This design comes from an exercise in tuning for small area, a short achievable clock period and few clock cycles on the open sky130 flow, not from production work. At most, simulation tests tie the RTL to the original design; equivalence was not proved. The RTL of runs 2 and 3 was laid out without a check of its function. Power is estimated from default activity; no workload was simulated.

## standard.sh

```bash
#!/bin/bash
# synth_recipe.tcl (not shown) runs the flow's synth.tcl, then flattens the netlist and writes it again
# the make line also repeats each setting of config.mk as NAME=value (left out here)
make -C /OpenROAD-flow-scripts/flow DESIGN_CONFIG=/design/flow/config.mk WORK_HOME=/design/flow/orfs CLKGATE_MAP_FILE= SYNTH_SCRIPT=/design/flow/synth_recipe.tcl "${@:-finish}"
```

## flow/run.sh

```bash
#!/bin/bash
# Layout: the standard flow (standard synthesis unchanged) with plain buffers on the
# ports and a larger setup margin for the resizer's timing repair. Each step's output goes
# to a log of its own.
set -euo pipefail
bash standard.sh synth > synth.log 2>&1
bash standard.sh finish SETUP_SLACK_MARGIN=6.4 "BUFFER_PORTS_ARGS=-buffer_cell sky130_fd_sc_hd__buf_1" > layout.log 2>&1
```

## config.mk

```make
export PLATFORM = sky130hd
export DESIGN_NAME = hall_engine
export DESIGN_NICKNAME = hall_engine
export VERILOG_FILES = /design/flow/design.v
export SDC_FILE = /design/flow/constraint.sdc
export NUM_CORES = 4
export LEC_CHECK = 0
export CAP_MARGIN = 20
export CORE_MARGIN = 2
export CORE_UTILIZATION = 40
export SLEW_MARGIN = 20
```

## design.v

```verilog
module hall_engine (
    input  wire        clk,
    input  wire        rst,
    input  wire        ev_valid,
    input  wire [1:0]  ev_kind,       
    input  wire [31:0] ev_cmd,
    output wire        ev_ready,
    output reg         rsp_valid,
    output wire [31:0] rsp_result,
    output wire [7:0]  rsp_status,
    output wire        bus_valid,
    output reg         bus_write,
    output reg  [7:0]  bus_addr,
    output reg  [7:0]  bus_wdata,
    output wire [4:0]  bus_len,
    input  wire        bus_ready,
    input  wire        bus_ack,
    input  wire [23:0] bus_rdata,
    output wire        irq_request,
    input  wire        irq_grant,
    output reg         irq_release,
    output reg         sched_valid,
    output wire [15:0] sched_ms,
    output reg         cancel_valid,
    output reg         pub_valid,
    output wire [1:0]  pub_zone,
    output reg         log_valid,
    output wire [2:0]  log_code,
    output reg         alive,
    output reg         dead
);
    localparam [7:0] ADDR_ID      = 8'h00;
    localparam [7:0] ID_VALUE     = 8'h5A;
    localparam [7:0] SAMPLE_ADDR  = 8'h10;
    localparam [7:0] ADDR_INTSRS  = 8'h20;
    localparam [7:0] ADDR_HTH_H   = 8'h21;
    localparam [7:0] ADDR_LATCH   = 8'h25;
    localparam [7:0] ADDR_OPF     = 8'h30;
    localparam [7:0] ADDR_SRST    = 8'h3F;
    localparam [15:0] DELAY_MIN   = 16'd10;
    localparam [15:0] DELAY_RESET = 16'd200;
    localparam [1:0]  ZONE_A = 2'd0, ZONE_B = 2'd1, ZONE_C = 2'd2;
    localparam [2:0] ST_OK = 3'd0, ST_TRANSPORT = 3'd1, ST_IRQATTACH = 3'd3,
                     ST_CAL = 3'd5, ST_ILLEGAL = 3'd6;
    localparam [4:0]
        S_IDLE  = 5'd0,  S_DEC   = 5'd1,  S_I0    = 5'd2,  S_ISR   = 5'd3,
        S_IID   = 5'd4,  S_IPD   = 5'd5,  S_DEAD  = 5'd6,  S_W1    = 5'd7,
        S_MS    = 5'd8,  S_IRQ   = 5'd9,  S_DPEN  = 5'd10, S_DTYPE = 5'd11,
        S_THR   = 5'd12, S_DDET  = 5'd13, S_SPRD  = 5'd14, S_SP2   = 5'd15,
        S_SPTYPE= 5'd16, S_C1    = 5'd17, S_C2    = 5'd18, S_C3    = 5'd19,
        S_CRD   = 5'd20, S_CR0   = 5'd21, S_CRIRQ = 5'd22, S_CR2   = 5'd23,
        S_CRPD  = 5'd24, S_KWAIT = 5'd25, S_CRF   = 5'd26;
    localparam [2:0]
        OP_WSTAT = 3'd0, OP_REGRD = 3'd1, OP_CHKID = 3'd2, OP_DISABLE = 3'd3,
        OP_MEAS  = 3'd4, OP_ENABLE = 3'd5, OP_DETINT = 3'd6, OP_WORKER = 3'd7;
    localparam [4:0]
        K_ILLEGAL = 5'd0,  K_ENC = 5'd1, K_DEC = 5'd2, K_CLS = 5'd3, K_UPDTHR = 5'd4,
        K_GETZONE = 5'd5,  K_MODEPD = 5'd6, K_MODEMEAS = 5'd7, K_MODEFUSE = 5'd8,
        K_DETPOLL = 5'd9,  K_DETINT = 5'd10, K_ENABLE = 5'd11, K_DISABLE = 5'd12,
        K_SETDLY = 5'd13,  K_GETEN = 5'd14, K_GETDLY = 5'd15, K_SETDBG = 5'd16,
        K_GETDBG = 5'd17,  K_SETTH = 5'd18, K_GETTH = 5'd19, K_SETTL = 5'd20,
        K_GETTL = 5'd21,   K_SETPOL = 5'd22, K_GETPOL = 5'd23, K_CAL = 5'd24,
        K_GETREF = 5'd25,  K_GETCALST = 5'd26, K_CALAPPLY = 5'd27,
        K_REGRD = 5'd28,   K_REGWR = 5'd29, K_CHKID = 5'd30, K_GETSHADOW = 5'd31;
    reg [7:0]         opf, intsrs;
    reg               enabled, debug;
    reg [15:0]        delay;
    reg [1:0]         last_zone;
    reg signed [15:0] th, tl, cal_ref, pol;
    reg               cal_high_done, cal_low_done;
    reg               irq_attached;
    reg               pending;
    reg [4:0]  state;
    reg [2:0]  op;
    reg        rdy;              
    reg        breq;             
    reg        len3;             
    reg [2:0]  thr_k;            
    reg        thr_sp;           
    reg        tw;               
    reg        irq_req;
    reg        sched_zero;
    reg        log4;
    reg [15:0] res;              
    reg        res_sgn;
    reg [2:0]  st;
    reg        pd_valid;
    reg [1:0]  pd_kind;
    reg [4:0]  pd_k;
    reg [7:0]  pd_a;
    reg [15:0] pd_imm;
    reg [3:0]  s_intsrs;         
    reg [2:0]  s_opf;            
    reg        s_was;
    reg [1:0]  c_pass;
    reg        c_fail;           
    reg        c_ok;             
    reg [3:0]  c_cnt;
    reg [3:0]  d_rem;
    reg [9:0]  samp;             
    reg        samp_v;
    reg        d_arm;            
    reg [2:0]  d_cnt;            
    reg        d_first;
    reg        d_neg;
    assign ev_ready    = rdy;
    assign bus_valid   = breq;
    assign bus_len     = {3'b000, len3, 1'b1};
    assign irq_request = irq_req;
    assign sched_ms    = sched_zero ? 16'h0000 : delay;
    assign pub_zone    = last_zone;
    assign log_code    = {log4, 1'b0, ~log4};
    assign rsp_result  = {{16{res_sgn}}, res};
    assign rsp_status  = {5'b00000, st};
    wire res10   = opf[4];
    wire det_int = intsrs[7];
    wire beside  = intsrs[6];
    wire pol_pos = ~pol[15] & (pol[14:0] != 15'd0);
    function [15:0] encode;
        input               r10;
        input signed [17:0] v;
        reg signed [17:0]   c;
        begin
            if (r10) begin
                if (v < -18'sd512)      c = -18'sd512;
                else if (v > 18'sd511)  c = 18'sd511;
                else                    c = v;
                encode = {c[9], c[8], 6'b000000, c[7:0]};
            end else begin
                if (v < -18'sd128)      c = -18'sd128;
                else if (v > 18'sd127)  c = 18'sd127;
                else                    c = v;
                encode = {8'h00, c[7:0]};
            end
        end
    endfunction
    function [1:0] classify;
        input signed [15:0] raw;
        input signed [15:0] t_hi;
        input signed [15:0] t_lo;
        input               ppos;
        begin
            if (ppos) begin
                if (raw >= t_hi)      classify = ZONE_C;
                else if (raw <= t_lo) classify = ZONE_A;
                else                  classify = ZONE_B;
            end else begin
                if (raw <= t_lo)      classify = ZONE_C;
                else if (raw >= t_hi) classify = ZONE_A;
                else                  classify = ZONE_B;
            end
        end
    endfunction
    function [4:0] dbit;
        input [3:0] r;
        input       b;
        reg   [4:0] t;
        begin
            t = {r, b};
            dbit = (t >= 5'd10) ? {1'b1, t[3:0] - 4'd10} : {1'b0, t[3:0]};
        end
    endfunction
    wire [9:0] s10 = res10 ? {bus_rdata[15], bus_rdata[14], bus_rdata[23:16]}
                           : {bus_rdata[23], bus_rdata[23], bus_rdata[23:16]};
    wire drdy = bus_rdata[0];
    wire th_big = ~th[15] & (th[14:9] != 6'b000000);    
    wire th_sml =  th[15] & (th[14:9] != 6'b111111);    
    wire tl_big = ~tl[15] & (tl[14:9] != 6'b000000);
    wire tl_sml =  tl[15] & (tl[14:9] != 6'b111111);
    wire signed [9:0] s10s = s10;
    wire signed [9:0] th10 = th[9:0];
    wire signed [9:0] tl10 = tl[9:0];
    wire s_ge_th = th_sml | (~th_big & (s10s >= th10));
    wire s_le_tl = tl_big | (~tl_sml & (s10s <= tl10));
    wire [1:0] s_zone = pol_pos ? (s_ge_th ? ZONE_C : (s_le_tl ? ZONE_A : ZONE_B))
                                : (s_le_tl ? ZONE_C : (s_ge_th ? ZONE_A : ZONE_B));
    wire [1:0] p_cls  = classify(pd_imm, th, tl, pol_pos);
    wire [2:0]  thr_n    = thr_k;
    wire        bes_eff  = tw ? bus_wdata[6] : beside;
    wire        thr_add  = bes_eff ^ thr_n[1];
    wire signed [15:0] thr_base = thr_n[1] ? tl : th;
    wire [9:0]  thr_sum  = thr_base[9:0] + (thr_add ? 10'd15 : -10'd15);
    wire t_hi10 = thr_add ? (thr_base >  16'sd496) : (thr_base >  16'sd526);
    wire t_lo10 = thr_add ? (thr_base < -16'sd527) : (thr_base < -16'sd497);
    wire t_hi8  = thr_add ? (thr_base >  16'sd112) : (thr_base >  16'sd142);
    wire t_lo8  = thr_add ? (thr_base < -16'sd143) : (thr_base < -16'sd113);
    wire [9:0]  thr_c    = res10 ? (t_hi10 ? 10'h1FF : t_lo10 ? 10'h200 : thr_sum)
                                 : (t_hi8  ? 10'h07F : t_lo8  ? 10'h380 : thr_sum);
    wire [7:0]  thr_data = thr_n[2] ? 8'h01 : (thr_n[0] ? thr_c[7:0] : {res10 & thr_c[9], res10 & thr_c[8], 6'b000000});
    wire [7:0]  thr_addr = ADDR_HTH_H + {5'd0, thr_n};
    wire       lz_b      = (last_zone == ZONE_B);
    wire       type_chg  = (beside == lz_b);
    wire [7:0] type_data = {intsrs[7], ~lz_b, intsrs[5:0]};
    wire        acc_on  = samp_v;
    wire        d_corr  = d_neg & (d_rem != 4'd0);
    wire [15:0] sum_b   = acc_on ? {{6{samp[9]}}, samp} : {15'd0, d_corr};
    wire        d_run   = (d_cnt != 3'd0);
    wire [15:0] sum_add = res + sum_b;
    wire [3:0]  d_rin   = d_first ? (res[15] ? 4'd9 : 4'd0) : d_rem;
    wire [4:0]  d_s2    = dbit(d_rin, res[14]);
    wire [4:0]  d_s1    = dbit(d_s2[3:0], res[13]);
    wire [4:0]  d_s0    = dbit(d_s1[3:0], res[12]);
    wire [6:0]  d_step  = {d_s2[4], d_s1[4], d_s0[4], d_s0[3:0]};
    wire        d_done  = ~d_arm & ~d_run;
    wire [7:0]  e_op  = ev_cmd[31:24];
    wire [7:0]  e_a   = ev_cmd[23:16];
    wire [15:0] e_imm = ev_cmd[15:0];
    wire        a0    = (e_a == 8'h00);
    wire        a01   = (e_a[7:1] == 7'h00);
    wire        i0    = (e_imm == 16'h0000);
    reg  [4:0]  e_k;
    always @(*) begin
        e_k = K_ILLEGAL;
        case (e_op)
            8'h01: if (a01) e_k = K_ENC;
            8'h02: if (a01) e_k = K_DEC;
            8'h10: if (a0) e_k = K_CLS;
            8'h11: if (a0 && i0) e_k = K_UPDTHR;
            8'h12: if (a0 && i0) e_k = K_GETZONE;
            8'h20: if (i0) begin
                       if (e_a == 8'h00) e_k = K_MODEPD;
                       else if (e_a == 8'h01) e_k = K_MODEMEAS;
                       else if (e_a == 8'h02) e_k = K_MODEFUSE;
                   end
            8'h21: if (i0) begin
                       if (e_a == 8'h00) e_k = K_DETPOLL;
                       else if (e_a == 8'h01) e_k = K_DETINT;
                   end
            8'h22: if (a0 && i0) e_k = K_ENABLE;
            8'h23: if (a0 && i0) e_k = K_DISABLE;
            8'h24: if (a0) e_k = K_SETDLY;
            8'h25: if (a0 && i0) e_k = K_GETEN;
            8'h26: if (a0 && i0) e_k = K_GETDLY;
            8'h27: if (a01 && i0) e_k = K_SETDBG;
            8'h28: if (a0 && i0) e_k = K_GETDBG;
            8'h30: if (a0) e_k = K_SETTH;
            8'h31: if (a0 && i0) e_k = K_GETTH;
            8'h32: if (a0) e_k = K_SETTL;
            8'h33: if (a0 && i0) e_k = K_GETTL;
            8'h34: if (a0) e_k = K_SETPOL;
            8'h35: if (a0 && i0) e_k = K_GETPOL;
            8'h40: if (a0 && i0) e_k = K_CAL;
            8'h41: if (i0 && (e_a == 8'h01 || e_a == 8'h02)) e_k = K_CAL;
            8'h42: if (a0 && i0) e_k = K_GETREF;
            8'h43: if (a0 && i0) e_k = K_GETCALST;
            8'h44: if (i0 && (e_a == 8'h01 || e_a == 8'h02)) e_k = K_CALAPPLY;
            8'h50: if (i0) e_k = K_REGRD;
            8'h51: if (e_imm[15:8] == 8'h00) e_k = K_REGWR;
            8'h52: if (a0 && i0) e_k = K_CHKID;
            8'h53: if (a01 && i0) e_k = K_GETSHADOW;
            default: e_k = K_ILLEGAL;
        endcase
    end
    wire signed [15:0] p_simm = pd_imm;
    wire e_hi10 = ~pd_imm[15] &  (|pd_imm[14:9]);
    wire e_lo10 =  pd_imm[15] & ~(&pd_imm[14:9]);
    wire e_hi8  = ~pd_imm[15] &  (|pd_imm[14:7]);
    wire e_lo8  =  pd_imm[15] & ~(&pd_imm[14:7]);
    wire [9:0] e_c = pd_a[0] ? (e_hi10 ? 10'h1FF : e_lo10 ? 10'h200 : pd_imm[9:0])
                             : (e_hi8  ? 10'h07F : e_lo8  ? 10'h380 : pd_imm[9:0]);
    wire [15:0] p_enc = {pd_a[0] & e_c[9], pd_a[0] & e_c[8], 6'b000000, e_c[7:0]};
    wire [15:0] p_dec = pd_a[0] ? {{6{pd_imm[15]}}, pd_imm[15], pd_imm[14], pd_imm[7:0]}
                                : {{8{pd_imm[7]}}, pd_imm[7:0]};
    wire        dly_lo = ~(|pd_imm[15:4]) & ~(pd_imm[3] & (pd_imm[2] | pd_imm[1]));   
    wire [15:0] p_dly = dly_lo ? DELAY_MIN : pd_imm;
    wire        p_apply_th = (pol_pos == (pd_a[1:0] == 2'd1));
    wire [15:0] p_apply = cal_ref + (p_apply_th ? -16'sd12 : 16'sd12);
    localparam [4:0]
        RQ_SRST = 5'd0,  RQ_ID    = 5'd1,  RQ_PD    = 5'd2,  RQ_MS    = 5'd3,
        RQ_FUSE = 5'd4,  RQ_DP    = 5'd5,  RQ_TYPE  = 5'd6,  RQ_THR   = 5'd7,
        RQ_DET  = 5'd8,  RQ_SAMP  = 5'd9,  RQ_CALI  = 5'd10, RQ_C40   = 5'd11,
        RQ_CRI  = 5'd12, RQ_CRO   = 5'd13, RQ_CRPD  = 5'd14, RQ_REGRD = 5'd15,
        RQ_REGWR = 5'd16;
    localparam [2:0]
        FR_ZERO = 3'd0, FR_CMD = 3'd1, FR_RD = 3'd2, FR_ID = 3'd3, FR_Q = 3'd4;
    reg        iss_c;
    reg [4:0]  rq_c;
    reg        fin_c;
    reg [2:0]  fr_c;
    reg [2:0]  fst_c;
    function [17:0] gen;
        input [4:0] rq;
        reg        g_wr, g_l3;
        reg [7:0]  g_addr, g_data;
        begin
        g_wr = 1'b1; g_l3 = 1'b0; g_addr = ADDR_OPF; g_data = 8'h00;
        case (rq)
            RQ_SRST:  begin g_addr = ADDR_SRST; g_data = 8'h01; end
            RQ_ID:    begin g_wr = 1'b0; g_addr = ADDR_ID; end
            RQ_PD:    g_data = opf & 8'hFE;
            RQ_MS:    g_data = (opf & 8'hFD) | 8'h01;
            RQ_FUSE:  g_data = opf | 8'h03;
            RQ_DP:    begin g_addr = ADDR_INTSRS; g_data = intsrs & 8'h7F; end
            RQ_TYPE:  begin g_addr = ADDR_INTSRS; g_data = type_data; end
            RQ_THR:   begin g_addr = thr_addr; g_data = thr_data; end
            RQ_DET:   begin g_addr = ADDR_INTSRS; g_data = intsrs | 8'h80; end
            RQ_SAMP:  begin g_wr = 1'b0; g_l3 = 1'b1; g_addr = SAMPLE_ADDR; end
            RQ_CALI:  begin g_addr = ADDR_INTSRS; g_data = intsrs & 8'h78; end
            RQ_C40:   g_data = (opf & 8'hF0) | 8'h0D;
            RQ_CRI:   begin g_addr = ADDR_INTSRS; g_data = {s_intsrs[3], intsrs[6:3], s_intsrs[2:0]}; end
            RQ_CRO:   g_data = (opf & 8'hE0) | {3'b000, s_opf, 2'b01};
            RQ_CRPD:  g_data = (bus_ack ? bus_wdata : opf) & 8'hFE;
            RQ_REGRD: begin g_wr = 1'b0; g_addr = pd_a; end
            RQ_REGWR: begin g_addr = pd_a; g_data = pd_imm[7:0]; end
            default: ;
        endcase
        gen = {g_wr, g_l3, g_addr, g_data};
        end
    endfunction
    reg [4:0] rq_cmd, rq_spec;
    always @(*) begin
        case (pd_k)
            K_UPDTHR:   rq_cmd = RQ_THR;
            K_MODEMEAS: rq_cmd = RQ_MS;
            K_MODEFUSE: rq_cmd = RQ_FUSE;
            K_DETPOLL:  rq_cmd = RQ_DP;
            K_DETINT:   rq_cmd = type_chg ? RQ_TYPE : RQ_THR;
            K_ENABLE:   rq_cmd = !det_int ? RQ_DP : type_chg ? RQ_TYPE : RQ_THR;
            K_CAL:      rq_cmd = RQ_CALI;
            K_REGRD:    rq_cmd = RQ_REGRD;
            K_REGWR:    rq_cmd = RQ_REGWR;
            K_CHKID:    rq_cmd = RQ_ID;
            default:    rq_cmd = RQ_PD;         
        endcase
        case (state)
            S_I0:     rq_spec = RQ_SRST;
            S_ISR:    rq_spec = RQ_ID;
            S_IID:    rq_spec = RQ_PD;
            S_IDLE:   rq_spec = (pd_valid && pd_kind == 2'd0) ? rq_cmd : RQ_SAMP;
            S_DEC:    rq_spec = rq_cmd;
            S_MS:     rq_spec = RQ_SAMP;
            S_IRQ:    rq_spec = RQ_SAMP;
            S_DPEN:   rq_spec = RQ_MS;
            S_DTYPE:  rq_spec = RQ_THR;
            S_DDET:   rq_spec = RQ_MS;
            S_THR:    rq_spec = (thr_k != 3'd5) ? RQ_THR : RQ_DET;
            S_SP2:    rq_spec = type_chg ? RQ_TYPE : RQ_THR;
            S_SPTYPE: rq_spec = RQ_THR;
            S_C1:     rq_spec = RQ_PD;
            S_C2:     rq_spec = RQ_C40;
            S_C3:     rq_spec = RQ_SAMP;
            S_CRD:    rq_spec = (c_cnt == 4'd9) ? RQ_CRI : RQ_SAMP;
            S_CRF:    rq_spec = RQ_CRI;
            S_CR0:    rq_spec = RQ_CRO;
            S_CRIRQ:  rq_spec = RQ_CRO;
            S_CR2:    rq_spec = RQ_CRPD;
            default:  rq_spec = RQ_SAMP;
        endcase
    end
    reg [15:0] c_res;
    reg        c_sgn;
    reg [2:0]  c_st;
    always @(*) begin
        c_res = 16'h0; c_sgn = 1'b0; c_st = ST_OK;
        case (pd_k)
            K_ILLEGAL:  c_st = ST_ILLEGAL;
            K_ENC:      c_res = p_enc;
            K_DEC:      begin c_res = p_dec; c_sgn = p_dec[15]; end
            K_CLS:      c_res = {14'h0, p_cls};
            K_GETZONE:  c_res = {14'h0, last_zone};
            K_GETEN:    c_res = {15'h0, enabled};
            K_GETDLY:   c_res = delay;
            K_GETDBG:   c_res = {15'h0, debug};
            K_GETTH:    begin c_res = th; c_sgn = th[15]; end
            K_GETTL:    begin c_res = tl; c_sgn = tl[15]; end
            K_GETPOL:   begin c_res = pol; c_sgn = pol[15]; end
            K_GETREF:   begin c_res = cal_ref; c_sgn = cal_ref[15]; end
            K_GETCALST: c_res = {14'h0, cal_low_done, cal_high_done};
            K_GETSHADOW: c_res = {8'h00, pd_a[0] ? intsrs : opf};
            default: ;
        endcase
    end
    task finish;
        input [2:0]  r;
        input [2:0]  s;
        begin
            fin_c = 1'b1; fr_c = r; fst_c = s;
        end
    endtask
    task issue;
        input [4:0] code;
        input [4:0] ns;
        begin
            iss_c = 1'b1; rq_c = code;
            state <= ns;
        end
    endtask
    task sp_end;
        begin
            if (enabled && !det_int) begin
                sched_valid <= 1'b1; sched_zero <= 1'b0; pending <= 1'b1;
            end
            if (op == OP_ENABLE) enabled <= 1'b1;
            finish(FR_ZERO, ST_OK);
        end
    endtask
    task start_di;
        begin
            if (type_chg) issue(RQ_TYPE, S_DTYPE);
            else begin
                thr_k <= 3'd1; thr_sp <= 1'b0;
                issue(RQ_THR, S_THR);
            end
        end
    endtask
    task start_ms;
        begin
            issue(RQ_MS, S_MS);
        end
    endtask
    task start_cr;
        begin
            issue(RQ_CRI, S_CR0);
        end
    endtask
    task kfin;
        input f;
        begin
            if (c_ok && !d_done) state <= S_KWAIT;
            else begin
                if (c_ok) cal_ref <= sum_add;
                if (f) finish(FR_ZERO, ST_CAL);
                else begin
                    finish(FR_Q, ST_OK);
                    if (c_pass == 2'd1) cal_high_done <= 1'b1;
                    if (c_pass == 2'd2) cal_low_done  <= 1'b1;
                end
            end
        end
    endtask
    task exec_ev;
        input [1:0] k;
        begin
            case (k)
                2'd1: begin
                    if (pending) begin
                        pending <= 1'b0;
                        op <= OP_WORKER;
                        rdy <= 1'b0;
                        issue(RQ_SAMP, S_SPRD);
                    end else rsp_valid <= 1'b1;
                end
                2'd2: begin
                    if (irq_attached) begin
                        sched_valid <= 1'b1; sched_zero <= 1'b1; pending <= 1'b1;
                    end
                    rsp_valid <= 1'b1;
                end
                default: rsp_valid <= 1'b1;
            endcase
        end
    endtask
    task exec_cmd;
        begin
            rdy <= 1'b0;
            case (pd_k)
                K_UPDTHR: begin
                    op <= OP_WSTAT; thr_k <= 3'd1; thr_sp <= 1'b0;
                    issue(RQ_THR, S_THR);
                end
                K_MODEPD: begin
                    if (irq_attached) begin irq_release <= 1'b1; irq_attached <= 1'b0; end
                    op <= OP_WSTAT;
                    issue(RQ_PD, S_W1);
                end
                K_MODEMEAS: begin op <= OP_MEAS; start_ms; end
                K_MODEFUSE: begin
                    op <= OP_WSTAT;
                    issue(RQ_FUSE, S_W1);
                end
                K_DETPOLL: begin
                    op <= OP_WSTAT;
                    issue(RQ_DP, S_W1);
                end
                K_DETINT: begin op <= OP_DETINT; start_di; end
                K_ENABLE: begin
                    if (enabled) finish(FR_ZERO, ST_OK);
                    else begin
                        op <= OP_ENABLE;
                        if (det_int) start_di;
                        else issue(RQ_DP, S_DPEN);
                    end
                end
                K_DISABLE: begin
                    if (!enabled) finish(FR_ZERO, ST_OK);
                    else begin
                        cancel_valid <= 1'b1; pending <= 1'b0;
                        if (irq_attached) begin irq_release <= 1'b1; irq_attached <= 1'b0; end
                        op <= OP_DISABLE;
                        issue(RQ_PD, S_W1);
                    end
                end
                K_SETDLY: begin
                    delay <= p_dly;
                    if (enabled && !det_int) begin
                        cancel_valid <= 1'b1;
                        sched_valid <= 1'b1; sched_zero <= 1'b0; pending <= 1'b1;
                    end
                    finish(FR_CMD, c_st);
                end
                K_SETDBG: begin debug <= pd_a[0]; finish(FR_CMD, c_st); end
                K_SETTH: begin th <= pd_imm; finish(FR_CMD, c_st); end
                K_SETTL: begin tl <= pd_imm; finish(FR_CMD, c_st); end
                K_SETPOL: begin pol <= pd_imm; finish(FR_CMD, c_st); end
                K_CAL: begin
                    s_intsrs <= {intsrs[7], intsrs[2:0]}; s_opf <= opf[4:2]; s_was <= irq_attached;
                    c_pass <= pd_a[1:0]; c_fail <= 1'b0; c_ok <= 1'b0;
                    if (irq_attached) begin irq_release <= 1'b1; irq_attached <= 1'b0; end
                    issue(RQ_CALI, S_C1);
                end
                K_CALAPPLY: begin
                    if (p_apply_th) th <= p_apply; else tl <= p_apply;
                    finish(FR_CMD, c_st);
                end
                K_REGRD: begin
                    op <= OP_REGRD;
                    issue(RQ_REGRD, S_W1);
                end
                K_REGWR: begin
                    op <= OP_WSTAT;
                    issue(RQ_REGWR, S_W1);
                end
                K_CHKID: begin
                    op <= OP_CHKID;
                    issue(RQ_ID, S_W1);
                end
                default:    finish(FR_CMD, c_st);
            endcase
        end
    endtask
    wire bus_done = breq & bus_ready;
    wire ok       = bus_ack;
    always @(posedge clk) begin
        pd_kind <= ev_kind;
        samp    <= s10;
        pd_k    <= e_k;
        pd_a    <= e_a;
        pd_imm  <= e_imm;
        if (rst) begin
            opf           <= 8'h00;
            intsrs        <= 8'h00;
            enabled       <= 1'b0;
            debug         <= 1'b0;
            delay         <= DELAY_RESET;
            last_zone     <= ZONE_B;
            th            <= 16'sd100;
            tl            <= -16'sd100;
            cal_ref       <= 16'sd0;
            pol           <= -16'sd1;
            cal_high_done <= 1'b0;
            cal_low_done  <= 1'b0;
            irq_attached  <= 1'b0;
            pending       <= 1'b0;
            state         <= S_I0;
            rdy           <= 1'b0;
            breq          <= 1'b0;
            irq_req       <= 1'b0;
            pd_valid      <= 1'b0;
            thr_k         <= 3'd0;
            c_ok          <= 1'b0;
            samp_v        <= 1'b0;
            d_arm         <= 1'b0;
            d_cnt         <= 3'd0;
            rsp_valid     <= 1'b0;
            irq_release   <= 1'b0;
            sched_valid   <= 1'b0;
            cancel_valid  <= 1'b0;
            pub_valid     <= 1'b0;
            log_valid     <= 1'b0;
            alive         <= 1'b0;
            dead          <= 1'b0;
        end else begin
            iss_c = 1'b0; rq_c = RQ_SRST; fin_c = 1'b0; fr_c = FR_ZERO; fst_c = ST_OK;
            rsp_valid    <= 1'b0;
            irq_release  <= 1'b0;
            sched_valid  <= 1'b0;
            cancel_valid <= 1'b0;
            pub_valid    <= 1'b0;
            log_valid    <= 1'b0;
            irq_req      <= 1'b0;
            pd_valid <= ev_valid & ~rdy;
            if (bus_done) begin
                breq <= 1'b0;
                if (bus_ack && bus_write) begin
                    if (bus_addr == ADDR_OPF)    opf    <= bus_wdata;
                    if (bus_addr == ADDR_INTSRS) intsrs <= bus_wdata;
                end
            end
            samp_v <= 1'b0;
            if (samp_v) res <= sum_add;
            if (samp_v && d_arm) begin
                d_arm <= 1'b0; d_cnt <= 3'd5; d_first <= 1'b1;
            end
            if (d_run) begin
                d_cnt   <= d_cnt - 3'd1;
                d_first <= 1'b0;
                if (d_first) d_neg <= res[15];
                res[14:0] <= {res[11:0], d_step[6:4]};
                d_rem   <= d_step[3:0];
            end
            case (state)
            S_I0: issue(RQ_SRST, S_ISR);
            S_ISR: if (bus_ready) begin
                if (!ok) begin dead <= 1'b1; state <= S_DEAD; end
                else issue(RQ_ID, S_IID);
            end
            S_IID: if (bus_ready) begin
                if (!ok || bus_rdata[7:0] != ID_VALUE) begin dead <= 1'b1; state <= S_DEAD; end
                else issue(RQ_PD, S_IPD);
            end
            S_IPD: if (bus_ready) begin
                if (!ok) begin dead <= 1'b1; state <= S_DEAD; end
                else begin alive <= 1'b1; rdy <= 1'b1; state <= S_IDLE; end
            end
            S_DEAD: ;
            S_IDLE: begin
                if (pd_valid) begin
                    if (pd_kind == 2'd0) exec_cmd;
                    else exec_ev(pd_kind);
                end else if (ev_valid) begin
                    if (ev_kind == 2'd0) begin rdy <= 1'b0; state <= S_DEC; end
                    else exec_ev(ev_kind);
                end
            end
            S_DEC: exec_cmd;
            S_W1: if (bus_ready) begin
                case (op)
                    OP_REGRD:   finish(FR_RD, ok ? ST_OK : ST_TRANSPORT);
                    OP_CHKID:   finish(FR_ID, ok ? ST_OK : ST_TRANSPORT);
                    OP_DISABLE: begin
                        if (ok) enabled <= 1'b0;
                        finish(FR_ZERO, ok ? ST_OK : ST_TRANSPORT);
                    end
                    default:    finish(FR_ZERO, ok ? ST_OK : ST_TRANSPORT);
                endcase
            end
            S_MS: if (bus_ready) begin
                if (!ok) finish(FR_ZERO, ST_TRANSPORT);
                else if (det_int && !irq_attached) begin
                    irq_req <= 1'b1; state <= S_IRQ;
                end else if (op == OP_ENABLE) begin
                    if (!det_int) begin
                        sched_valid <= 1'b1; sched_zero <= 1'b0; pending <= 1'b1;
                        enabled <= 1'b1;
                        finish(FR_ZERO, ST_OK);
                    end else issue(RQ_SAMP, S_SPRD);
                end else finish(FR_ZERO, ST_OK);
            end
            S_IRQ: begin
                if (irq_grant) irq_attached <= 1'b1;
                if (op == OP_ENABLE && irq_grant) issue(RQ_SAMP, S_SPRD);
                else finish(FR_ZERO, irq_grant ? ST_OK : ST_IRQATTACH);
            end
            S_DPEN: if (bus_ready) begin
                if (!ok) finish(FR_ZERO, ST_TRANSPORT);
                else start_ms;
            end
            S_DTYPE: if (bus_ready) begin
                if (!ok) finish(FR_ZERO, ST_TRANSPORT);
                else begin
                    thr_k <= 3'd1; thr_sp <= 1'b0;
                    issue(RQ_THR, S_THR);
                end
            end
            S_DDET: if (bus_ready) begin
                if (!ok) finish(FR_ZERO, ST_TRANSPORT);
                else if (op == OP_ENABLE) start_ms;
                else finish(FR_ZERO, ST_OK);
            end
            S_THR: if (bus_ready) begin
                if (!ok || thr_k == 3'd5) thr_k <= 3'd0;
                if (!ok) begin
                    if (thr_sp) begin
                        log_valid <= 1'b1; log4 <= 1'b0;
                        sp_end;
                    end else finish(FR_ZERO, ST_TRANSPORT);
                end else if (thr_k != 3'd5) begin
                    thr_k <= thr_k + 3'd1;
                    issue(RQ_THR, S_THR);
                end else if (thr_sp) sp_end;
                else if (op == OP_WSTAT) finish(FR_ZERO, ST_OK);
                else issue(RQ_DET, S_DDET);
            end
            S_SPRD: if (bus_ready) begin
                if (!ok) begin
                    log_valid <= 1'b1; log4 <= 1'b0;
                    sp_end;
                end else if (!drdy) begin
                    log_valid <= 1'b1; log4 <= 1'b1;
                    sp_end;
                end else begin
                    last_zone <= s_zone;
                    pub_valid <= 1'b1;
                    if (det_int) state <= S_SP2;
                    else sp_end;
                end
            end
            S_SP2: begin
                if (type_chg) issue(RQ_TYPE, S_SPTYPE);
                else begin
                    thr_k <= 3'd1; thr_sp <= 1'b1;
                    issue(RQ_THR, S_THR);
                end
            end
            S_SPTYPE: if (bus_ready) begin
                if (!ok) begin
                    log_valid <= 1'b1; log4 <= 1'b0;
                    sp_end;
                end else begin
                    thr_k <= 3'd1; thr_sp <= 1'b1;
                    issue(RQ_THR, S_THR);
                end
            end
            S_C1: if (bus_ready) begin
                if (!ok) begin c_fail <= 1'b1; state <= S_CRF; end
                else issue(RQ_PD, S_C2);
            end
            S_C2: if (bus_ready) begin
                if (!ok) begin c_fail <= 1'b1; state <= S_CRF; end
                else issue(RQ_C40, S_C3);
            end
            S_C3: if (bus_ready) begin
                if (!ok) begin c_fail <= 1'b1; state <= S_CRF; end
                else begin
                    c_cnt <= 4'd0; res <= 16'h0;
                    issue(RQ_SAMP, S_CRD);
                end
            end
            S_CRD: if (bus_ready) begin
                if (!ok || !drdy) begin c_fail <= 1'b1; state <= S_CRF; end
                else begin
                    samp_v <= 1'b1;
                    c_cnt <= c_cnt + 4'd1;
                    if (c_cnt == 4'd9) begin
                        c_ok <= 1'b1; d_arm <= 1'b1;
                        start_cr;
                    end else issue(RQ_SAMP, S_CRD);
                end
            end
            S_CRF: start_cr;
            S_CR0: if (bus_ready) begin
                if (!ok) c_fail <= 1'b1;
                if (s_was) begin irq_req <= 1'b1; state <= S_CRIRQ; end
                else issue(RQ_CRO, S_CR2);
            end
            S_CRIRQ: begin
                if (irq_grant) irq_attached <= 1'b1;
                else c_fail <= 1'b1;
                issue(RQ_CRO, S_CR2);
            end
            S_CR2: if (bus_ready) begin
                if (!ok) c_fail <= 1'b1;
                if (!enabled) begin
                    if (irq_attached) begin irq_release <= 1'b1; irq_attached <= 1'b0; end
                    issue(RQ_CRPD, S_CRPD);
                end else kfin(c_fail | !ok);
            end
            S_CRPD: if (bus_ready) begin
                if (!ok) c_fail <= 1'b1;
                kfin(c_fail | !ok);
            end
            S_KWAIT: kfin(c_fail);
            default: state <= S_IDLE;
            endcase
            if (!breq || bus_ready) begin
                {bus_write, len3, bus_addr, bus_wdata} <= gen(rq_spec);
                tw <= (rq_spec == RQ_TYPE);
            end
            if (iss_c) breq <= 1'b1;
            if (fin_c) begin
                case (fr_c)
                    FR_CMD:  begin res <= c_res; res_sgn <= c_sgn; end
                    FR_RD:   begin res <= ok ? {8'h00, bus_rdata[7:0]} : 16'h0; res_sgn <= 1'b0; end
                    FR_ID:   begin res <= {15'h0, ok && bus_rdata[7:0] == ID_VALUE}; res_sgn <= 1'b0; end
                    FR_Q:    begin res <= sum_add; res_sgn <= sum_add[15]; end
                    default: begin res <= 16'h0; res_sgn <= 1'b0; end
                endcase
                st <= fst_c;
                rsp_valid <= 1'b1;
                rdy <= 1'b1;
                state <= S_IDLE;
            end
        end
    end
endmodule
```

## constraint.sdc

```tcl
create_clock -name core_clock -period 10.0 [get_ports {clk}]
set_input_delay 2.0000 -clock core_clock [delete_from_list [all_inputs] [get_ports {clk}]]
set_output_delay 2.0000 -clock core_clock [all_outputs]
set_load 0.01 [all_outputs]
```

==> results of run 1 <==
flip-flops by register name, indices dropped and copies added, names as in the netlist, 10 cells and up:
register / count
cal_ref: 16
pd_imm: 16
tl: 16
th: 16
delay: 16
res: 16
samp: 10
pol: 16
per-layer routing:
| metal | wire (um) | track usage (%) | vias up |
|---|---|---|---|
| li1 | - | - | 8512 |
| met1 | 30700 | 41.9 | 8899 |
| met2 | 30400 | 44.1 | 1008 |
| met3 | 7170 | 4.63 | 131 |
| met4 | 2000 | 8.18 | 0 |
| met5 | 0 | 0 | - |
worst max-delay path by stage:
stage / from / cells past startpoint / to
6_report: sched_zero / 3 / sched_ms[0]
5_1_grt: ev_cmd[14] / 11 / pd_k[1]
4_1_cts: bus_ack / 10 / state[0]
3_5_place_dp: bus_ack / 10 / pending
3_3_place_gp: bus_ack / 8 / sched_zero
2_1_floorplan: bus_rdata[15] / 12 / last_zone[1]
cell usage after synthesis, drive strengths merged, types with 9 or more instances:
cell type,number
xnor2,29
edfxtp,66
xor2,16
dfxtp,171
a221oi,22
ha,94
nor2b,42
or3,14
a31oi,30
nor3b,11
and3,14
a21boi,16
o2111ai,13
o32ai,9
or2,15
mux2i,79
nand3,66
a21o,22
o22ai,19
nor2,237
o31ai,17
inv,86
nor4,25
and2,33
buf,65
a22oi,46
nand2,214
a21oi,158
o221ai,11
o211ai,26
a222oi,9
a211oi,36
clkbuf,89
nand4,26
o21ai,156
o21a,17
o21bai,14
nor3,70
nand2b,34
layout make-up:
type / instances / area (sq um) / share of cell area (%)
multi-input cells: 1776 / 12000 / 58.1
flip-flops and latches: 237 / 5410 / 26.3
repair buffers: 211 / 1180 / 5.72
clock buffers: 40 / 797 / 3.87
well taps: 592 / 741 / 3.60
inverters: 90 / 348 / 1.69
clock inverters: 14 / 144 / 0.699
power breakdown:
part | internal (W) | total, W | switching [W]
clock | 0.000630 | 0.00106 | 0.000434
sequential | 0.00105 | 0.00112 | 0.0000670
combinational | 0.000288 | 0.000823 | 0.000535
total | 0.00197 | 0.00301 | 0.00104
cell families after synthesis:
group,count (synthesis),synth area share [%]
flip-flops,237,30.3
adder cells (fa/ha/maj),99,7.03
other,2,0.0420
AND/OR/NAND/NOR,838,23.2
multiplexers,85,4.80
AO/OA/AOI/OAI,698,26.1
buffers and inverters,244,6.32
XOR/XNOR,45,2.21
per-stage QoR:
step                utilization (%)  instances  cell area (sq um)
floorplan                         -       2256              18000
global placement               42.5       2866              18800
detailed placement             42.6       2866              18800
CTS                            45.4       2934              20000
global route                   46.6       2960              20600
finish                         46.6       2960              20600
timing repair:
item	4_1_cts	5_1_grt
pin swaps	10	30
setup buffers	14	23
gates cloned	0	3
gates resized for setup	47	90
setup endpoints to repair	103	59
critical path: cells and delay by family, from the launching register on:
family	cells	cell delay, ps
DFF	1	420
buffers and inverters	2	380
and+or+nand+nor	1	200
==> metrics.cfg, run 1 <==
[outcome]
status = finished clean

[timing]
drv_slew = 0
fin_hold_ws_ps = 446
finalHoldViolations = 0
grt_setup_unrepaired = yes
max_freq_mhz = 279
layout_setup_ws_ps = 6420
worstMarginPinSlew_ps = 1140
finalCriticalPeriod_ps = 3580
maxSlewHeadroom_pct = 23.9
skew_ps = 18.6
finalCritPeriodShare_pct = 35.8
finalSetupViolCount = 0
totalNegativeSetupSlack_ps = 0

[global_route]
grt_pass1_vias = 17300
grt_overflow_total = 0
grt_usage_pct = 28.9
grt_max_degree = 77
grt_pass1_wl_mm = 105
antenna_found_initial = 2

[cts]
clk_pin_slew_worst_paths_ps = 60
cts.htree.levels = 1
ctsRootBufferMaster = clkbuf_16
cts_made_buffers = 29
cts_sinks = 237
cts_tree = built
cts_max_path_buffers = 3
cts_hold_buf = 0
worstSkewPairLatency_ps = 580

[drt]
ant_nets = 0
vias_per_cell = 6.27
drt_iter0_markers = 1942
drc = 0
finalWirelength_mm = 70.2
post_drt_wl_per_cell_um = 23.7
firstDrtPassIters = 6
vias = 18600

[power]
power_density_nw_per_um2 = 146
p_leak_nw = 7.62
design_power_total_w = 0.00301
vdd_drop_max_mv = 0.137

[yosys]
syn_inst = 2248
synth_seq_cells = 237
ys_types = 102
ys_seq_area_share_pct = 30.3
async_flop_share_pct = 0
synthTopCellsByArea = dfxtp_1, edfxtp_1, ha_1
synth_ff_type = dfxtp_1
synth_top_area_share_pct = 19.2
syn_avg_cell_area_sq_um = 7.95
synth_top_area_cell = dfxtp_1
synth-edff-count = 66
syn_area_sq_um = 17900
ys.warnings.count = 1

[cells_and_area]
layout_commonest_cell = nor2_1
n_antenna_cell = 0
mostFrequentLayoutCells = nor2_1, nand2_1, dfxtp_1
fillers = 4457
drive_gt1_share_pct = 11.2
area_delta_synth_final_pct = 15.2
nets = 2506

[setup_path]
crit_fanout = 5
cpPeakStageDelay_ps = 420
cp-end-kind = output port
worstSetupPathType = flop to output port
worstPathCellList = buf_4 -> nor2b_2 -> buf_1
r2r_start = pol[1]
rrSetupSlack_ps = 6540
critical_path.slowest_cell = edfxtp_1
required_ps = 8000
cp-start-kind = flop
r2r_cells = 15
reg2reg_to = tl[13]
arrival_ps = 1580

[min_path]
hp-class = flop to flop
whs_path_depth = 2
worst_hold_path.endpoint = alive
hp-start = alive

[place]
gp_congestion = 0.997
pre_cts_ws_ps = 5290
portBuffers = 141
dp_hpwl_mm = 51.4

[floorplanning]
fp-row-count = 77
initial_utilization_pct = 40.5
die_h_um = 215
die_w_um = 215
coreArea_sq_um = 44100
ios = 158
die-area_sq_um = 46400

[run]
cap_violations = 0

Testbench counts, summed over its fixed seeds: cycles 11,798.
==> run 2: changes to the inputs <==
--- a/design.v
+++ b/design.v
@@ -389,5 +389,5 @@
         begin
             if (enabled && !det_int) begin
-                sched_valid <= 1'b1; sched_zero <= 1'b0; pending <= 1'b1;
+                sched_valid <= 1'b1; pending <= 1'b1;
             end
             if (op == OP_ENABLE) enabled <= 1'b1;
@@ -495,5 +495,5 @@
                     if (enabled && !det_int) begin
                         cancel_valid <= 1'b1;
-                        sched_valid <= 1'b1; sched_zero <= 1'b0; pending <= 1'b1;
+                        sched_valid <= 1'b1; pending <= 1'b1;
                     end
                     finish(FR_CMD, c_st);
@@ -573,4 +573,5 @@
             iss_c = 1'b0; rq_c = RQ_SRST; fin_c = 1'b0; fr_c = FR_ZERO; fst_c = ST_OK;
             rsp_valid    <= 1'b0;
+            sched_zero   <= 1'b0;
             irq_release  <= 1'b0;
             sched_valid  <= 1'b0;
@@ -641,5 +642,5 @@
                 end else if (op == OP_ENABLE) begin
                     if (!det_int) begin
-                        sched_valid <= 1'b1; sched_zero <= 1'b0; pending <= 1'b1;
+                        sched_valid <= 1'b1; pending <= 1'b1;
                         enabled <= 1'b1;
                         finish(FR_ZERO, ST_OK);
--- a/flow/run.sh
+++ b/flow/run.sh
@@ -5,3 +5,3 @@
 set -euo pipefail
 bash standard.sh synth > synth.log 2>&1
-bash standard.sh finish SETUP_SLACK_MARGIN=6.4 "BUFFER_PORTS_ARGS=-buffer_cell sky130_fd_sc_hd__buf_1" > layout.log 2>&1
+bash standard.sh finish SETUP_SLACK_MARGIN=6.5 "BUFFER_PORTS_ARGS=-buffer_cell sky130_fd_sc_hd__buf_4" > layout.log 2>&1
==> metrics.cfg, run 2 <==
[cts]
clk_pin_slew_worst_paths_ps = 60  ; about the same
worstSkewPairLatency_ps = 590  ; about the same
cts.htree.levels = 1  ; unchanged
cts_hold_buf = 0  ; unchanged
cts_sinks = 237  ; unchanged
cts_made_buffers = 29  ; unchanged
cts_tree = built
ctsRootBufferMaster = clkbuf_16
cts_max_path_buffers = 3  ; unchanged

[yosys]
synth_ff_type = dfxtp_1
synth_top_family_by_area = compound AO/OA/AOI/OAI gates
ys_seq_area_share_pct = 30.2  ; -0.038 points
muxShareOfSynthArea_pct = 4.33  ; -0.47 points
synth-edff-count = 66  ; unchanged
synth_top_area_share_pct = 19.1  ; -0.024 points
syn_avg_cell_area_sq_um = 7.85  ; -1.2%
ys.warnings.count = 1  ; unchanged
async_flop_share_pct = 0  ; unchanged
synth-compound-area-share_pct = 25.6  ; -0.48 points
synth_seq_cells = 237  ; unchanged
ys_types = 111  ; +8.8%
synthTopCellsByCount = nand2_1, nor2_1, dfxtp_1
synthTopCellsByArea = dfxtp_1, edfxtp_1, ha_1
synth_xor_area_share_pct = 2.25  ; +0.046 points
synthAdderAreaFrac_pct = 6.91  ; -0.12 points
syn_area_sq_um = 17900  ; +0.13%
synth_most_common_cell = nand2_1
syn_inst = 2279  ; +1.4%
synth-simple-area-share_pct = 24.4  ; +1.2 points
synth_top_area_cell = dfxtp_1

[setup_path]
worstSetupPathType = input port to flop
cp-start-kind = input port
required_ps = 10530  ; +2530 ps
crit_fanout = 6  ; +1
arrival_ps = 4050  ; +2470 ps
r2r_start = pol[2]
cp-end-kind = flop
worstPathCellList = buf_6 -> or4_4 -> or4_4 -> nor2_2 -> nand3_2 -> o32ai_2 -> a21oi_1 -> o2111ai_1 -> a21oi_1 -> nand2_1
crit_buf_inv = 1  ; -1
crit_start = ev_cmd[19]
cpPeakStageDelay_ps = 540  ; +120 ps
critical_path.slowest_cell = or4_4
crit_family = simple AND/OR/NAND/NOR gates

[floorplanning]
coreArea_sq_um = 44200  ; +0.22%
fp-row-count = 77  ; unchanged
initial_utilization_pct = 40.5  ; about the same
die_w_um = 215  ; about the same
ios = 158  ; unchanged
die_h_um = 215  ; about the same
die-area_sq_um = 46400  ; +0.13%

[drt]
drc = 0  ; unchanged
top_layer_used = met5
route.met3.wl_mm = 6.70  ; -6.6%
firstDrtPassIters = 9  ; +3
routed-wl-met2_mm = 32.2  ; +6.0%
vias = 18900  ; +1.9%
vias_per_cell = 6.31  ; +0.65%
ant_nets = 0  ; unchanged
drt_iter0_markers = 2535  ; +31%
finalWirelength_mm = 73.4  ; +4.6%
post_drt_wl_per_cell_um = 24.5  ; +3.3%
met1_length_mm = 31.9  ; +4.1%

[min_path]
hp-class = flop to flop
hp-start = rdy

[place]
portBuffers = 141  ; unchanged
dp_hpwl_mm = 53.8  ; +4.8%
gp_congestion = 0.957  ; -4.0%
place_area_sq_um = 19300  ; +2.6%

[global_route]
antenna_found_initial = 2  ; unchanged
grt_max_degree = 64  ; -17%
grt_overflow_total = 0  ; unchanged
grt_pass1_vias = 17500  ; +1.6%
grt_pass1_wl_mm = 109  ; +4.2%
grt_usage_pct = 30.2  ; +1.4 points

[timing]
worstMarginPinSlew_ps = 967  ; -175 ps
skew_ps = 18.2  ; -0.361 ps
finalCriticalPeriod_ps = 3520  ; -62.6 ps
finalSetupViolCount = 0  ; unchanged
finalHoldViolations = 0  ; unchanged
max_freq_mhz = 284  ; +1.8%
totalNegativeSetupSlack_ps = 0  ; unchanged
drv_slew = 0  ; unchanged
finalCritPeriodShare_pct = 35.2  ; -0.63 points
maxSlewHeadroom_pct = 35.0  ; +11 points
grt_setup_unrepaired = yes

[power]
vdd_drop_max_mv = 0.131  ; -4.3%
power_density_nw_per_um2 = 160  ; +9.5%
p_leak_nw = 8.20  ; +7.5%

[cells_and_area]
drive_gt1_share_pct = 18.0  ; +6.7 points
nets = 2543  ; +1.5%
fin_util_pct = 48.4  ; +1.8 points
finalInstanceArea_sq_um = 21400  ; +4.0%
mostFrequentLayoutCells = nand2_1, nor2_1, buf_4
layout_commonest_cell = nand2_1
area_delta_synth_final_pct = 19.6

[outcome]
status = finished clean

[run]
cap_violations = 0  ; unchanged

## run 2: worst reg2reg max path, cell delays in order, from the launching register on
cell	delay, ps
dfxtp_2	360
nor4_4	380
a41oi_4	220
xnor2_4	200
buf_4	180
buf_6	160
ha_2	200
a21oi_2	190
o211ai_1	170
buf_4	190
a31oi_4	140
nor2b_1	70
o311a_1	420
a21oi_2	170
nand2_1	70
o21ai_1	100
nand2_1	60
## run 2: worst paths after layout
path,endpoint,slack [ps],cells after the start
max,pd_k[1],6480,10
min,pd_valid,460,1
max reg2reg,tl[11],6580,16
min reg2reg,pd_valid,460,1
## run 2: timing repair
action	in CTS	in global routing
endpoints found under the setup margin	113	68
buffers inserted	26	27
pin swaps	17	22
gates cloned	1	0
resized for setup	68	85
## run 2: power breakdown
| part | total [W] | switching [W] | internal [W] |
|---|---|---|---|
| registers | 0.00116 | 0.0000861 | 0.00107 |
| clock network | 0.00116 | 0.000466 | 0.000693 |
| logic | 0.00111 | 0.000693 | 0.000418 |
## run 2: metal layers
layer	track usage [%]	up-vias
li1	-	8652
met1	43.2	9105
met2	46.9	989
met3	3.71	163
met4	10.7	2
met5	0	-
## run 2: layout make-up
cell class | count | area, sq um
multi-input cells | 1804 | 12100
clock inverters | 14 | 190
diodes | 1 | 2.50
fillers | 4352 | 22800
flip-flops and latches | 237 | 5420
clock buffers | 40 | 840
inverters | 88 | 342
repair buffers | 222 | 1730
well taps | 592 | 741
## run 2: logic make-up after synthesis
kind of cell / after synthesis
AND/OR/NAND/NOR: 887
AO/OA/AOI/OAI: 686
buffers and inverters: 247
flip-flops: 237
adder cells (fa/ha/maj): 97
multiplexers: 77
XOR/XNOR: 46
other: 2
## run 2: stage by stage
| step | hold WS (ps) | instances | total power, W | setup WS [ps] |
|---|---|---|---|---|
| 2_1_floorplan | 406 | 2287 | 0.00183 | 6030 |
| 5_1_grt | 480 | 2997 | 0.00356 | 6390 |
| 6_report | 462 | 2998 | 0.00343 | 6480 |
| 4_1_cts | 465 | 2970 | 0.00336 | 6470 |
| 3_5_place_dp | 460 | 2889 | 0.00215 | 5030 |
| 3_3_place_gp | 450 | 2889 | 0.00214 | 5070 |
==> run 3: changes to the inputs <==
--- a/flow/run.sh
+++ b/flow/run.sh
@@ -5,3 +5,3 @@
 set -euo pipefail
 bash standard.sh synth > synth.log 2>&1
-bash standard.sh finish SETUP_SLACK_MARGIN=6.5 "BUFFER_PORTS_ARGS=-buffer_cell sky130_fd_sc_hd__buf_4" > layout.log 2>&1
+bash standard.sh finish SETUP_SLACK_MARGIN=6.5 "BUFFER_PORTS_ARGS=-buffer_cell sky130_fd_sc_hd__buf_1" > layout.log 2>&1
==> metrics.cfg, run 3 <==
[setup_path]
required_ps = 10450  ; -80 ps
worstSetupPathType = input port to flop
crit_fanout = 12  ; +6
cp-end-kind = flop
cp-start-kind = input port
arrival_ps = 4080  ; +30 ps

[yosys]
syn_area_sq_um = 17900  ; unchanged
synthTopCellsByCount = nand2_1, nor2_1, dfxtp_1
synth_seq_cells = 237  ; unchanged
synthTopCellsByArea = dfxtp_1, edfxtp_1, ha_1
ys_types = 111  ; unchanged
ys_seq_area_share_pct = 30.2  ; unchanged
synth_top_area_cell = dfxtp_1
synth-edff-count = 66  ; unchanged
ys.warnings.count = 1  ; unchanged
synth_ff_type = dfxtp_1
synth_most_common_cell = nand2_1
syn_inst = 2279  ; unchanged
synth_top_area_share_pct = 19.1  ; unchanged
async_flop_share_pct = 0  ; unchanged
syn_avg_cell_area_sq_um = 7.85  ; unchanged

[cts]
cts_sinks = 237  ; unchanged
ctsRootBufferMaster = clkbuf_16
cts_max_path_buffers = 3  ; unchanged
cts_tree = built
clk_pin_slew_worst_paths_ps = 60  ; about the same
cts.htree.levels = 1  ; unchanged
worstSkewPairLatency_ps = 570  ; -20 ps
cts_made_buffers = 29  ; unchanged

[global_route]
grt_pass1_wl_mm = 110  ; +0.49%
grt_max_degree = 60  ; -6.3%
grt_overflow_total = 0  ; unchanged
grt_usage_pct = 30.5  ; +0.23 points
antenna_found_initial = 2  ; unchanged
grt_pass1_vias = 17600  ; +0.15%

[outcome]
status = finished clean

[place]
gp_congestion = 0.971  ; +1.5%
portBuffers = 141  ; unchanged
dp_hpwl_mm = 53.4  ; -0.71%

[power]
vdd_drop_max_mv = 0.137  ; +4.8%
design_power_total_w = 0.00335  ; -2.2%
p_leak_nw = 7.84  ; -4.4%
power_density_nw_per_um2 = 158  ; -1.1%

[floorplanning]
fp-row-count = 77  ; unchanged
die_h_um = 215  ; unchanged
die_w_um = 215  ; unchanged
die-area_sq_um = 46400  ; unchanged
ios = 158  ; unchanged
coreArea_sq_um = 44200  ; unchanged
initial_utilization_pct = 40.5  ; unchanged

[drt]
finalWirelength_mm = 73.8  ; +0.48%
firstDrtPassIters = 6  ; -3
post_drt_wl_per_cell_um = 24.5  ; about the same
ant_nets = 0  ; unchanged
vias_per_cell = 6.35  ; +0.71%
vias = 19100  ; +1.2%
drc = 0  ; unchanged
drt_iter0_markers = 2250  ; -11%

[min_path]
hp-class = flop to flop

[timing]
finalCriticalPeriod_ps = 3630  ; +110 ps
finalSetupViolCount = 0  ; unchanged
finalCritPeriodShare_pct = 36.3  ; +1.1 points
drv_slew = 0  ; unchanged
max_freq_mhz = 275  ; -3.0%
grt_setup_unrepaired = yes
maxSlewHeadroom_pct = 37.9  ; +2.9 points
totalNegativeSetupSlack_ps = 0  ; unchanged
finalHoldViolations = 0  ; unchanged
skew_ps = 11.6  ; -6.67 ps
worstMarginPinSlew_ps = 924  ; -42.6 ps

[cells_and_area]
nets = 2561  ; +0.71%
area_delta_synth_final_pct = 18.3
n_antenna_cell = 0  ; -1
layout_commonest_cell = nand2_1
mostFrequentLayoutCells = nand2_1, nor2_1, dfxtp_1
drive_gt1_share_pct = 13.3  ; -4.7 points

[run]
cap_violations = 0  ; unchanged

## run 3: final timing paths
check | start | endpoint | slack, ps | cells after the start
worst min register to register | rdy | pd_valid | 460 | 1
worst max register to register | thr_k[1] | res[12] | 6520 | 12
worst max-delay path | bus_ack | state[0] | 6370 | 9
worst min-delay path | rdy | pd_valid | 460 | 1
## run 3: per-layer routing
metal | vias up | share of wire [%] | GRT usage, %
met4 | 0 | 3.9 | 11.5
met3 | 163 | 9.7 | 5.44
li1 | 8699 | - | -
met1 | 9256 | 42 | 42.1
met5 | - | 0 | 0
met2 | 1028 | 44 | 47.5
## run 3: per-stage QoR
stage               hold WS [ps]  setup slack, ps  util, %  instances  area [sq um]
floorplan                    406             6030        -       2287         18000
global placement             442             5150     42.4       2893         18800
detailed placement           458             5090     42.4       2893         18800
CTS                          466             6420     46.3       2986         20500
global route                 486             6350     47.9       3014         21200
finish                       464             6370     47.9       3014         21200
## run 3: timing repair
action,in CTS,in global routing
hold buffers,0,0
buffers inserted,37,28
gates resized for setup,92,107
cloned,3,0
endpoints found under the setup margin,120,84
hold endpoints to repair,0,0
pin swaps,27,49
## run 3: critical path, stage by stage
cell       delay [ps]
buf_8             100
buf_4             130
bufbuf_16         290
a21oi_1           150
o22ai_1           100
a2111oi_0         750
o2111ai_1         250
nor3_2            240
a211oi_2           60
## run 3: cell families (layout without fill, tap and decap cells)
logic type                 Yosys count  count (layout)  synth area share [%]
muxes                               77              77                  4.33
adders and majority gates           97              97                  6.91
DFF                                237             237                  30.2
other                                2              10                0.0420
and+or+nand+nor                    887             887                  24.4
AOI/OAI and AO/OA                  686             687                  25.6
xor gates and xnor gates            46              46                  2.25
buffers and inverters              247             381                  6.18
## run 3: layout make-up
type	count	area, sq um
Clock inverter	11	126
Fill cell	4348	23100
Clock buffer	42	846
Multi-Input combinational cell	1804	12200
Sequential cell	237	5410
Tap cell	592	741
Timing Repair Buffer	240	1490
Inverter	88	349
## run 3: where the power goes
group | total, W | internal [W] | switching [W]
sequential | 0.00115 | 0.00107 | 0.0000765
combinational | 0.00112 | 0.000401 | 0.000717
clock | 0.00109 | 0.000640 | 0.000446

==> static timing again, ports no longer ideal <==
The results above use ideal ports. As a check the final layouts listed here were re-extracted and re-timed, cells and wires unchanged.
Step 1: set_driving_cell puts a clkbuf_16 on clk and a buf_2 on each other input, an assumption about the parent block.
Step 2 times the ports against the registers' clock, not the clock port: input delays grow and output delays shrink by t, the midpoint of the rising clock arrivals with the driver on.
Three values: no drivers, after step 1, after step 2; two values: the first two.
| run | t, ns | setup slack, ns | worst setup path at the end |
|---|---|---|---|
| run 1 | 0.625 | 6.417 / 6.366 / 5.827 | input to register |
| run 2 | 0.637 | 6.480 / 6.501 / 5.864 | input to register |
| run 3 | 0.627 | 6.370 / 6.368 / 5.741 | input to register |
After both steps setup and hold are still met in every run listed. For run 3, which loses most, drivers alone change the setup slack by -0.002 ns; drivers and shift together by -0.629 ns.
